This design comes from an exercise in tuning for small area, a short achievable clock period and few clock cycles per item on the open sky130 flow, not from production work. At most, simulation tests tie the RTL to the original design; equivalence was not proved. Power is estimated from default activity; no workload was simulated.

==> delta <==
==> flow/design.v <==
module k7ce (
    input  wire        clk,
    input  wire        rst,         
    input  wire        cmd_valid,
    output reg         cmd_ready,
    input  wire [15:0] cmd_word,
    output reg         out_valid,
    input  wire        out_ready,
    output reg  [7:0]  out_byte,
    output wire [1:0]  st,
    output wire [7:0]  err,
    output wire        fault
);
    localparam KEY_MAX = 256;
    localparam WPORTS  = 16;    
    localparam [1:0] S_IDLE  = 2'd0,
                     S_RUN   = 2'd1,
                     S_FAULT = 2'd2;
    reg [1:0] state;
    reg [7:0] err_r;
    reg       mode;         
    reg [4:0] shift5;       
    reg       shbad;        
    reg       seedz;        
    reg [7:0] taps;
    reg       tapbad;
    reg       kempty;       
    reg       keyovf;
    reg       keybad;
    reg [7:0] wpos;         
    reg [7:0] p0n;          
    reg [7:0] qp;           
    reg [15:0] qlo;         
    reg [15:0] qhi;         
    reg       wok;          
    reg       kfull;        
    reg       do_push, do_data, do_start;
    reg       pwait;        
    reg [7:0] arg_r;        
    reg [7:0] ks_r;         
    reg [5*KEY_MAX-1:0] ring;
    reg [4:0] tap;          
    reg [7:0] lfsr;
    reg       v1;
    reg [7:0] b1;
    assign st    = state;
    assign err   = err_r;
    assign fault = state[1];
    wire take = cmd_valid & cmd_ready;
    wire [7:0] op  = cmd_word[15:8];
    wire [7:0] arg = cmd_word[7:0];
    wire arg0  = (arg == 8'h00);
    wire is_keypush  = (op == 8'h01);
    wire is_setshift = (op == 8'h02);
    wire is_setseed  = (op == 8'h03);
    wire is_tapadd   = (op == 8'h04);
    wire is_start    = (op[7:1] == 7'h04) & arg0;
    wire is_data     = (op == 8'h0A);
    wire is_end      = (op == 8'h0B) & arg0;
    wire is_rst      = (op == 8'h0F) & arg0;
    wire is_param = is_keypush | is_setshift | is_setseed | is_tapadd;
    wire legal    = is_param | is_start | is_data | is_end | is_rst;
    function is_alpha(input [7:0] c);
        is_alpha = (c >= 8'h41 && c <= 8'h5A) || (c >= 8'h61 && c <= 8'h7A);
    endfunction
    wire pstore  = do_push & ~kfull & wok;
    wire [7:0] vflags = {2'b00,
                         tapbad,
                         seedz,
                         shbad,
                         keyovf | (do_push & kfull),
                         keybad | (pstore & ~is_alpha(arg_r)),
                         kempty & ~do_push};
    wire s_idle  = (state == S_IDLE);
    wire s_run   = (state == S_RUN);
    wire s_fault = state[1];
    wire ex_idle = take & ~rst & ~is_rst & s_idle;
    wire ex_run  = take & ~rst & ~is_rst & s_run;
    wire clr = rst | (take & is_rst) | (ex_run & is_end);
    always @(posedge clk) begin
        if (clr) begin
            state  <= S_IDLE;
            err_r  <= 8'h00;
        end else if (take & ~s_fault) begin
            if (!legal) begin
                state <= S_FAULT;
                err_r <= 8'h80;
            end else if (s_idle) begin
                if (is_start) begin
                    if (vflags != 8'h00) begin
                        state <= S_FAULT;
                        err_r <= vflags;
                    end else begin
                        state <= S_RUN;
                    end
                end else if (!is_param) begin
                    state <= S_FAULT;
                    err_r <= 8'h40;
                end
            end else begin
                if (!is_data) begin
                    state <= S_FAULT;
                    err_r <= 8'h40;
                end
            end
        end
    end
    always @(posedge clk) begin
        if (clr) begin
            shbad  <= 1'b1;
            seedz  <= 1'b1;
            taps   <= 8'h00;
            tapbad <= 1'b0;
        end else if (ex_idle) begin
            if (is_setshift)
                shbad <= (arg == 8'd0) || (arg > 8'd25);
            if (is_setseed)
                seedz <= arg0;
            if (is_tapadd) begin
                if (arg[7:3] == 5'd0)
                    taps <= taps | (8'd1 << arg[2:0]);
                else
                    tapbad <= 1'b1;
            end
        end
    end
    always @(posedge clk) begin
        if (ex_idle & is_setshift)
            shift5 <= arg[4:0];
        if (s_idle)
            mode <= op[0];
    end
    wire do_push_n  = ~rst & (pwait | (ex_idle & is_keypush));
    wire pop   = out_valid & out_ready;
    wire stall = do_data & v1 & ~pop;
    wire go    = do_data & ~stall;
    wire do_data_n  = ~rst & (stall | (ex_run & is_data));
    wire [7:0] soff = mode ? 8'd2 - {3'b000, shift5} : {3'b000, shift5} - 8'd1;
    wire [7:0] ks   = {lfsr[0], lfsr[1], lfsr[2], lfsr[3],
                       lfsr[4], lfsr[5], lfsr[6], lfsr[7]};
    wire       rrun = s_run & mode;
    always @(posedge clk) begin
        if (!stall)
            ks_r <= ks;
        if (!pwait && !stall)
            arg_r <= (rrun ? (arg ^ ks) : arg) + (s_run ? soff : 8'd0);
        do_push  <= do_push_n;
        do_data  <= do_data_n;
        do_start <= ~rst & ex_idle & is_start & (vflags == 8'h00);
    end
    integer i;
    always @(posedge clk) begin
        ring <= {ring[5*KEY_MAX-6:0], ring[5*KEY_MAX-1 -: 5]};
        for (i = 0; i < WPORTS; i = i + 1)
            if (pstore && wpos == i)
                ring[5*i +: 5] <= arg_r[4:0];
    end
    reg [5*KEY_MAX/16-1:0] grp;
    reg [4:0] rd;
    integer g, m;
    always @(*) begin
        for (g = 0; g < KEY_MAX/16; g = g + 1) begin
            grp[5*g +: 5] = 5'd0;
            for (m = 0; m < 16; m = m + 1)
                grp[5*g +: 5] = grp[5*g +: 5] | (ring[5*(16*g+m) +: 5] & {5{qlo[m]}});
        end
        rd = 5'd0;
        for (g = 0; g < KEY_MAX/16; g = g + 1)
            rd = rd | (grp[5*g +: 5] & {5{qhi[g]}});
    end
    wire       wrap = (qp == wpos);    
    wire       ld   = do_start | go;
    wire [7:0] qp_n = s_idle ? ((pstore & kempty) ? 8'd0 : p0n) :
                      ld     ? (wrap ? p0n : qp) :
                               qp + 8'd1;
    always @(posedge clk) begin
        p0n <= (pstore & kempty) ? 8'd1 : p0n + 8'd1;
        if (ld)
            tap <= rd;
        qp  <= qp_n;
        qlo <= 16'd1 << qp_n[3:0];
        qhi <= 16'd1 << qp_n[7:4];
    end
    wire       kempty_n = clr | (kempty & ~pstore);
    wire [7:0] wpos_n   = clr ? 8'd0 : (kempty | pstore) ? wpos : wpos + 8'd1;
    wire [7:0] p0n_n    = (pstore & kempty) ? 8'd1 : p0n + 8'd1;
    wire       wok_n    = (wpos_n < WPORTS);
    wire [7:0] wpos_c   = (kempty | pstore) ? wpos : wpos + 8'd1;
    wire       wok_c    = (wpos_c < WPORTS);   
    wire       kfull_n  = ~kempty_n & (wpos_n == p0n_n);
    always @(posedge clk) begin
        kempty <= kempty_n;
        wpos   <= wpos_n;
        wok    <= wok_n;
        kfull  <= kfull_n;
        pwait  <= do_push_n & ~kfull_n & ~wok_n;
        if (clr) begin
            keyovf <= 1'b0;
            keybad <= 1'b0;
        end else begin
            if (do_push & kfull)
                keyovf <= 1'b1;
            if (pstore & ~is_alpha(arg_r))
                keybad <= 1'b1;
        end
    end
    reg [7:0] u;
    reg [7:0] uc;
    reg [7:0] w;
    reg [7:0] lfsr_next;
    integer   j, k, q;
    always @(*) begin
        uc = 8'd1;
        for (j = 1; j < 8; j = j + 1) begin
            uc[j] = 1'b0;
            for (q = 0; q < j; q = q + 1)
                uc[j] = uc[j] ^ (taps[q] & uc[j-1-q]);
        end
        for (j = 0; j < 8; j = j + 1) begin
            w[j] = 1'b0;
            for (k = j; k < 8; k = k + 1)
                w[j] = w[j] ^ (taps[7+j-k] & lfsr[k]);
        end
        for (j = 0; j < 8; j = j + 1) begin
            lfsr_next[j] = 1'b0;
            for (k = 0; k <= j; k = k + 1)
                lfsr_next[j] = lfsr_next[j] ^ (u[j-k] & w[k]);
        end
    end
    always @(posedge clk)
        u <= uc;
    always @(posedge clk) begin
        if (ex_idle & is_setseed)
            lfsr <= arg;
        else if (ex_run & is_data)
            lfsr <= lfsr_next;
    end
    wire [7:0] ysum = arg_r + {{3{mode}}, tap ^ {5{mode}}};
    wire [7:0] y    = mode ? ysum : (ysum ^ ks_r);
    wire       q0v = pop ? v1 : out_valid;
    wire       q1v = pop ? 1'b0 : v1;
    wire [7:0] q0b = pop ? b1 : out_byte;
    wire v1_n = ~rst & (q1v | (q0v & go));
    always @(posedge clk) begin
        out_valid <= ~rst & (q0v | go);
        v1        <= v1_n;
        out_byte  <= q0v ? q0b : y;
        b1        <= q1v ? b1  : y;
        cmd_ready <= ~((v1_n & (stall | (take & s_run))) |
                       ((pwait | (take & s_idle)) & ~wok_c));
    end
endmodule
==> flow/run.sh <==
#!/bin/bash
# synth_recipe.tcl (not shown) runs the flow's synth.tcl, then flattens the netlist and writes it again
# the make line also repeats each setting of config.mk as NAME=value (left out here)
make -C /OpenROAD-flow-scripts/flow DESIGN_CONFIG=/design/flow/config.mk WORK_HOME=/design/flow/orfs CLKGATE_MAP_FILE= SYNTH_SCRIPT=/design/flow/synth_recipe.tcl finish
==> flow/config.mk <==
export PLATFORM = sky130hd
export DESIGN_NAME = k7ce
export DESIGN_NICKNAME = k7ce
export VERILOG_FILES = /design/flow/design.v
export SDC_FILE = /design/flow/constraint.sdc
export NUM_CORES = 4
export LEC_CHECK = 0
export CAP_MARGIN = 20
export CORE_MARGIN = 2
export CORE_UTILIZATION = 60
export CTS_CLUSTER_DIAMETER = 100
export CTS_CLUSTER_SIZE = 22
export PLACE_DENSITY = 0.75
export SETUP_SLACK_MARGIN = 5
export SLEW_MARGIN = 20
==> flow/constraint.sdc <==
create_clock -name core_clock -period 8.0 [get_ports {clk}]
set_input_delay 1.6000 -clock core_clock [delete_from_list [all_inputs] [get_ports {clk}]]
set_output_delay 1.6000 -clock core_clock [all_outputs]
set_load 0.01 [all_outputs]
==> yarrow: changes against delta <==
==> flow/design.v, changed modules only <==
module k7ce (
    input  wire        clk,
    input  wire        rst,         
    input  wire        cmd_valid,
    output reg         cmd_ready,
    input  wire [15:0] cmd_word,
    output reg         out_valid,
    input  wire        out_ready,
    output reg  [7:0]  out_byte,
    output wire [1:0]  st,
    output wire [7:0]  err,
    output wire        fault
);
    localparam KEY_MAX = 256;
    localparam WPORTS  = 16;    
    localparam [1:0] S_IDLE  = 2'd0,
                     S_RUN   = 2'd1,
                     S_FAULT = 2'd2;
    reg [1:0] state;
    reg [7:0] err_r;
    reg       mode;         
    reg [4:0] shift5;       
    reg       shbad;        
    reg [7:0] soff;         
    reg [7:0] seed;
    reg       seedz;        
    reg [7:0] taps;
    reg       tapbad;
    reg       kempty;       
    reg       keyovf;
    reg       keybad;
    reg [7:0] wpos;         
    reg [7:0] p0n;          
    reg [7:0] ran;          
    reg [4:0] key0;         
    reg       wok;          
    reg       kfull;        
    reg       do_push, do_data, do_start;
    reg       pwait;        
    reg [7:0] arg_r;
    reg [5*KEY_MAX-1:0] ring;
    reg [4:0] tap;          
    reg [7:0] lfsr;
    reg       v1, v2;
    reg [7:0] b1, b2;
    assign st    = state;
    assign err   = err_r;
    assign fault = state[1];
    wire take = cmd_valid & cmd_ready;
    wire [7:0] op  = cmd_word[15:8];
    wire [7:0] arg = cmd_word[7:0];
    wire arg0  = (arg == 8'h00);
    wire is_keypush  = (op == 8'h01);
    wire is_setshift = (op == 8'h02);
    wire is_setseed  = (op == 8'h03);
    wire is_tapadd   = (op == 8'h04);
    wire is_start    = (op[7:1] == 7'h04) & arg0;
    wire is_data     = (op == 8'h0A);
    wire is_end      = (op == 8'h0B) & arg0;
    wire is_rst      = (op == 8'h0F) & arg0;
    wire is_param = is_keypush | is_setshift | is_setseed | is_tapadd;
    wire legal    = is_param | is_start | is_data | is_end | is_rst;
    function is_alpha(input [7:0] c);
        is_alpha = (c >= 8'h41 && c <= 8'h5A) || (c >= 8'h61 && c <= 8'h7A);
    endfunction
    wire pstore  = do_push & ~kfull & wok;
    wire [7:0] vflags = {2'b00,
                         tapbad,
                         seedz,
                         shbad,
                         keyovf | (do_push & kfull),
                         keybad | (pstore & ~is_alpha(arg_r)),
                         kempty & ~do_push};
    wire s_idle  = (state == S_IDLE);
    wire s_run   = (state == S_RUN);
    wire s_fault = state[1];
    wire ex_idle = take & ~rst & ~is_rst & s_idle;
    wire ex_run  = take & ~rst & ~is_rst & s_run;
    wire clr = rst | (take & is_rst) | (ex_run & is_end);
    always @(posedge clk) begin
        if (clr) begin
            state  <= S_IDLE;
            err_r  <= 8'h00;
        end else if (take & ~s_fault) begin
            if (!legal) begin
                state <= S_FAULT;
                err_r <= 8'h80;
            end else if (s_idle) begin
                if (is_start) begin
                    if (vflags != 8'h00) begin
                        state <= S_FAULT;
                        err_r <= vflags;
                    end else begin
                        state <= S_RUN;
                    end
                end else if (!is_param) begin
                    state <= S_FAULT;
                    err_r <= 8'h40;
                end
            end else begin
                if (!is_data) begin
                    state <= S_FAULT;
                    err_r <= 8'h40;
                end
            end
        end
    end
    always @(posedge clk) begin
        if (clr) begin
            shbad  <= 1'b1;
            seedz  <= 1'b1;
            taps   <= 8'h00;
            tapbad <= 1'b0;
        end else if (ex_idle) begin
            if (is_setshift)
                shbad <= (arg == 8'd0) || (arg > 8'd25);
            if (is_setseed)
                seedz <= arg0;
            if (is_tapadd) begin
                if (arg[7:3] == 5'd0)
                    taps <= taps | (8'd1 << arg[2:0]);
                else
                    tapbad <= 1'b1;
            end
        end
    end
    always @(posedge clk) begin
        if (ex_idle & is_setshift)
            shift5 <= arg[4:0];
        if (ex_idle & is_setseed)
            seed <= arg;
        if (ex_idle & is_start) begin
            mode <= op[0];
            soff <= op[0] ? 8'd2 - {3'b000, shift5} : {3'b000, shift5} - 8'd1;
        end
    end
    wire do_push_n  = ~rst & (pwait | (ex_idle & is_keypush));
    wire do_data_n  = ~rst & ex_run & is_data;
    always @(posedge clk) begin
        if (!pwait)
            arg_r <= arg;
        do_push  <= do_push_n;
        do_data  <= do_data_n;
        do_start <= ~rst & ex_idle & is_start & (vflags == 8'h00);
    end
    integer i;
    always @(posedge clk) begin
        ring <= {ring[5*KEY_MAX-6:0], ring[5*KEY_MAX-1 -: 5]};
        for (i = 0; i < WPORTS; i = i + 1)
            if (pstore && wpos == i)
                ring[5*i +: 5] <= arg_r[4:0];
    end
    wire [5*KEY_MAX-1:0] ring_b = {ring[5*KEY_MAX-6:0], ring[5*KEY_MAX-1 -: 5]};
    wire [4:0] rd = ring_b[5*ran +: 5];
    wire wrap = (ran == wpos);    
    always @(posedge clk) begin
        if (pstore & kempty)
            key0 <= arg_r[4:0];
        p0n <= (pstore & kempty) ? 8'd1 : p0n + 8'd1;
        if (do_start | (do_data & wrap)) begin
            tap <= key0;
            ran <= p0n;
        end else if (do_data) begin
            tap <= rd;
        end else begin
            ran <= ran + 8'd1;
        end
    end
    wire       kempty_n = clr | (kempty & ~pstore);
    wire [7:0] wpos_n   = clr ? 8'd0 : (kempty | pstore) ? wpos : wpos + 8'd1;
    wire [7:0] p0n_n    = (pstore & kempty) ? 8'd1 : p0n + 8'd1;
    wire       wok_n    = (wpos_n < WPORTS);
    wire       kfull_n  = ~kempty_n & (wpos_n == p0n_n);
    always @(posedge clk) begin
        kempty <= kempty_n;
        wpos   <= wpos_n;
        wok    <= wok_n;
        kfull  <= kfull_n;
        pwait  <= do_push_n & ~kfull_n & ~wok_n;
        if (clr) begin
            keyovf <= 1'b0;
            keybad <= 1'b0;
        end else begin
            if (do_push & kfull)
                keyovf <= 1'b1;
            if (pstore & ~is_alpha(arg_r))
                keybad <= 1'b1;
        end
    end
    reg [7:0] u;
    reg [7:0] uc;
    reg [7:0] w;
    reg [7:0] lfsr_next;
    integer   j, k, q;
    always @(*) begin
        uc = 8'd1;
        for (j = 1; j < 8; j = j + 1) begin
            uc[j] = 1'b0;
            for (q = 0; q < j; q = q + 1)
                uc[j] = uc[j] ^ (taps[q] & uc[j-1-q]);
        end
        for (j = 0; j < 8; j = j + 1) begin
            w[j] = 1'b0;
            for (k = j; k < 8; k = k + 1)
                w[j] = w[j] ^ (taps[7+j-k] & lfsr[k]);
        end
        for (j = 0; j < 8; j = j + 1) begin
            lfsr_next[j] = 1'b0;
            for (k = 0; k <= j; k = k + 1)
                lfsr_next[j] = lfsr_next[j] ^ (u[j-k] & w[k]);
        end
    end
    always @(posedge clk)
        u <= uc;
    wire [7:0] ks = {lfsr[0], lfsr[1], lfsr[2], lfsr[3],
                     lfsr[4], lfsr[5], lfsr[6], lfsr[7]};
    always @(posedge clk) begin
        if (do_start)
            lfsr <= seed;
        else if (do_data)
            lfsr <= lfsr_next;
    end
    wire [7:0] ya   = mode ? (arg_r ^ ks) : arg_r;
    wire [7:0] yc   = {{3{mode}}, tap ^ {5{mode}}};
    wire [7:0] ysum = ya + soff + yc;
    wire [7:0] y    = mode ? ysum : (ysum ^ ks);
    wire pop = out_valid & out_ready;
    wire       q0v = pop ? v1 : out_valid;
    wire       q1v = pop ? v2 : v1;
    wire       q2v = pop ? 1'b0 : v2;
    wire [7:0] q0b = pop ? b1 : out_byte;
    wire [7:0] q1b = pop ? b2 : b1;
    wire v1_n = ~rst & (q1v | (q0v & do_data));
    wire v2_n = ~rst & (q2v | (q1v & do_data));
    always @(posedge clk) begin
        out_valid <= ~rst & (q0v | do_data);
        v1        <= v1_n;
        v2        <= v2_n;
        out_byte  <= q0v ? q0b : y;
        b1        <= q1v ? q1b : y;
        b2        <= q2v ? b2  : y;
        cmd_ready <= ~(v2_n | (v1_n & do_data_n) | (do_push_n & ~kfull_n & ~wok_n));
    end
endmodule
Settings changed: CORE_UTILIZATION 60 to 40, CTS_BUF_LIST set to sky130_fd_sc_hd__clkbuf_4 sky130_fd_sc_hd__clkbuf_8, CTS_CLUSTER_DIAMETER 100 to unset, CTS_CLUSTER_SIZE 22 to 30, PLACE_DENSITY 0.75 to 0.6.
==> ember: changes against delta <==
--- a/flow/design.v
+++ b/flow/design.v
@@ -30,8 +30,7 @@
     reg [7:0] wpos;         
     reg [7:0] p0n;          
     reg [7:0] qp;           
-    reg [15:0] qlo;         
-    reg [15:0] qhi;         
+    reg [1:0] qpn;          
     reg       wok;          
     reg       kfull;        
     reg       do_push, do_data, do_start;
@@ -155,19 +154,26 @@
             if (pstore && wpos == i)
                 ring[5*i +: 5] <= arg_r[4:0];
     end
-    reg [5*KEY_MAX/16-1:0] grp;
-    reg [4:0] rd;
-    integer g, m;
+    reg  [5*KEY_MAX/4-1:0] lvl1;
+    integer g;
     always @(*) begin
-        for (g = 0; g < KEY_MAX/16; g = g + 1) begin
-            grp[5*g +: 5] = 5'd0;
-            for (m = 0; m < 16; m = m + 1)
-                grp[5*g +: 5] = grp[5*g +: 5] | (ring[5*(16*g+m) +: 5] & {5{qlo[m]}});
-        end
-        rd = 5'd0;
-        for (g = 0; g < KEY_MAX/16; g = g + 1)
-            rd = rd | (grp[5*g +: 5] & {5{qhi[g]}});
-    end
+        for (g = 0; g < KEY_MAX/4; g = g + 1)
+            if (g % 2 == 0)
+                case (qp[1:0])
+                    2'd0: lvl1[5*g +: 5] = ring[5*(4*g+0) +: 5];
+                    2'd1: lvl1[5*g +: 5] = ring[5*(4*g+1) +: 5];
+                    2'd2: lvl1[5*g +: 5] = ring[5*(4*g+2) +: 5];
+                    default: lvl1[5*g +: 5] = ring[5*(4*g+3) +: 5];
+                endcase
+            else
+                case (qpn)
+                    2'd3: lvl1[5*g +: 5] = ring[5*(4*g+0) +: 5];
+                    2'd2: lvl1[5*g +: 5] = ring[5*(4*g+1) +: 5];
+                    2'd1: lvl1[5*g +: 5] = ring[5*(4*g+2) +: 5];
+                    default: lvl1[5*g +: 5] = ring[5*(4*g+3) +: 5];
+                endcase
+    end
+    wire [4:0] rd   = lvl1[5*qp[7:2] +: 5];
     wire       wrap = (qp == wpos);    
     wire       ld   = do_start | go;
     wire [7:0] qp_n = s_idle ? ((pstore & kempty) ? 8'd0 : p0n) :
@@ -178,8 +184,7 @@
         if (ld)
             tap <= rd;
         qp  <= qp_n;
-        qlo <= 16'd1 << qp_n[3:0];
-        qhi <= 16'd1 << qp_n[7:4];
+        qpn <= ~qp_n[1:0];
     end
     wire       kempty_n = clr | (kempty & ~pstore);
     wire [7:0] wpos_n   = clr ? 8'd0 : (kempty | pstore) ? wpos : wpos + 8'd1;
Settings changed: CAP_MARGIN 20 to 5, SLEW_MARGIN 20 to 5.
==> comparison <==
The highest first-iteration DRC count belongs to ember, the lowest to yarrow.
Against yarrow, the critical path depth of delta is lower by 2.
Of ember and delta, ember has the higher worst setup slack (gap 220 ps).
Via count: yarrow < ember < delta.
Core utilization: ember > delta > yarrow.
Sequential power, highest first: delta, yarrow, ember.
Against ember, the die area of delta is smaller by about 5%.
Between ember and delta, the lower sequential cell count is in ember (gap 30).
Clock skew: delta is lower than ember (7.6 ps).
Testbench counts of ember, summed over its fixed seeds: cycles 65,243, bytes 28,492.
No functional check of the RTL was part of delta and yarrow.

-- port drivers added, routing unchanged --
How much do the figures lean on ideal ports? The routed layouts below were timed once more, with nothing changed but the port constraints.
Step 1: set_driving_cell puts a clkbuf_16 on clk and a buf_2 on each other input, an assumption about the parent block.
Step 2 also shifts input and output timing later by t, the mid clock arrival at the registers, as if the neighbouring blocks saw the same clock.
a / b / c = ideal / step 1 / step 2; a / b = the first two.
run | t, ns | slack for setup (ns) | latest minus earliest clock arrival (ns) | pins driven straight from the clock port
delta | 0.700 | 4.796 / 4.840 / 4.141 | 0.031 / 0.031 | 1
yarrow | 0.927 | 4.814 / 4.814 / 4.129 | 0.050 / 0.051 | 1
ember | 0.714 | 5.018 / 4.973 / 4.345 | 0.032 / 0.031 | 1
After both steps setup and hold are still met in every run listed. The setup slack of yarrow, which loses most, moves by 0.000 ns with the drivers and by -0.685 ns with both steps.
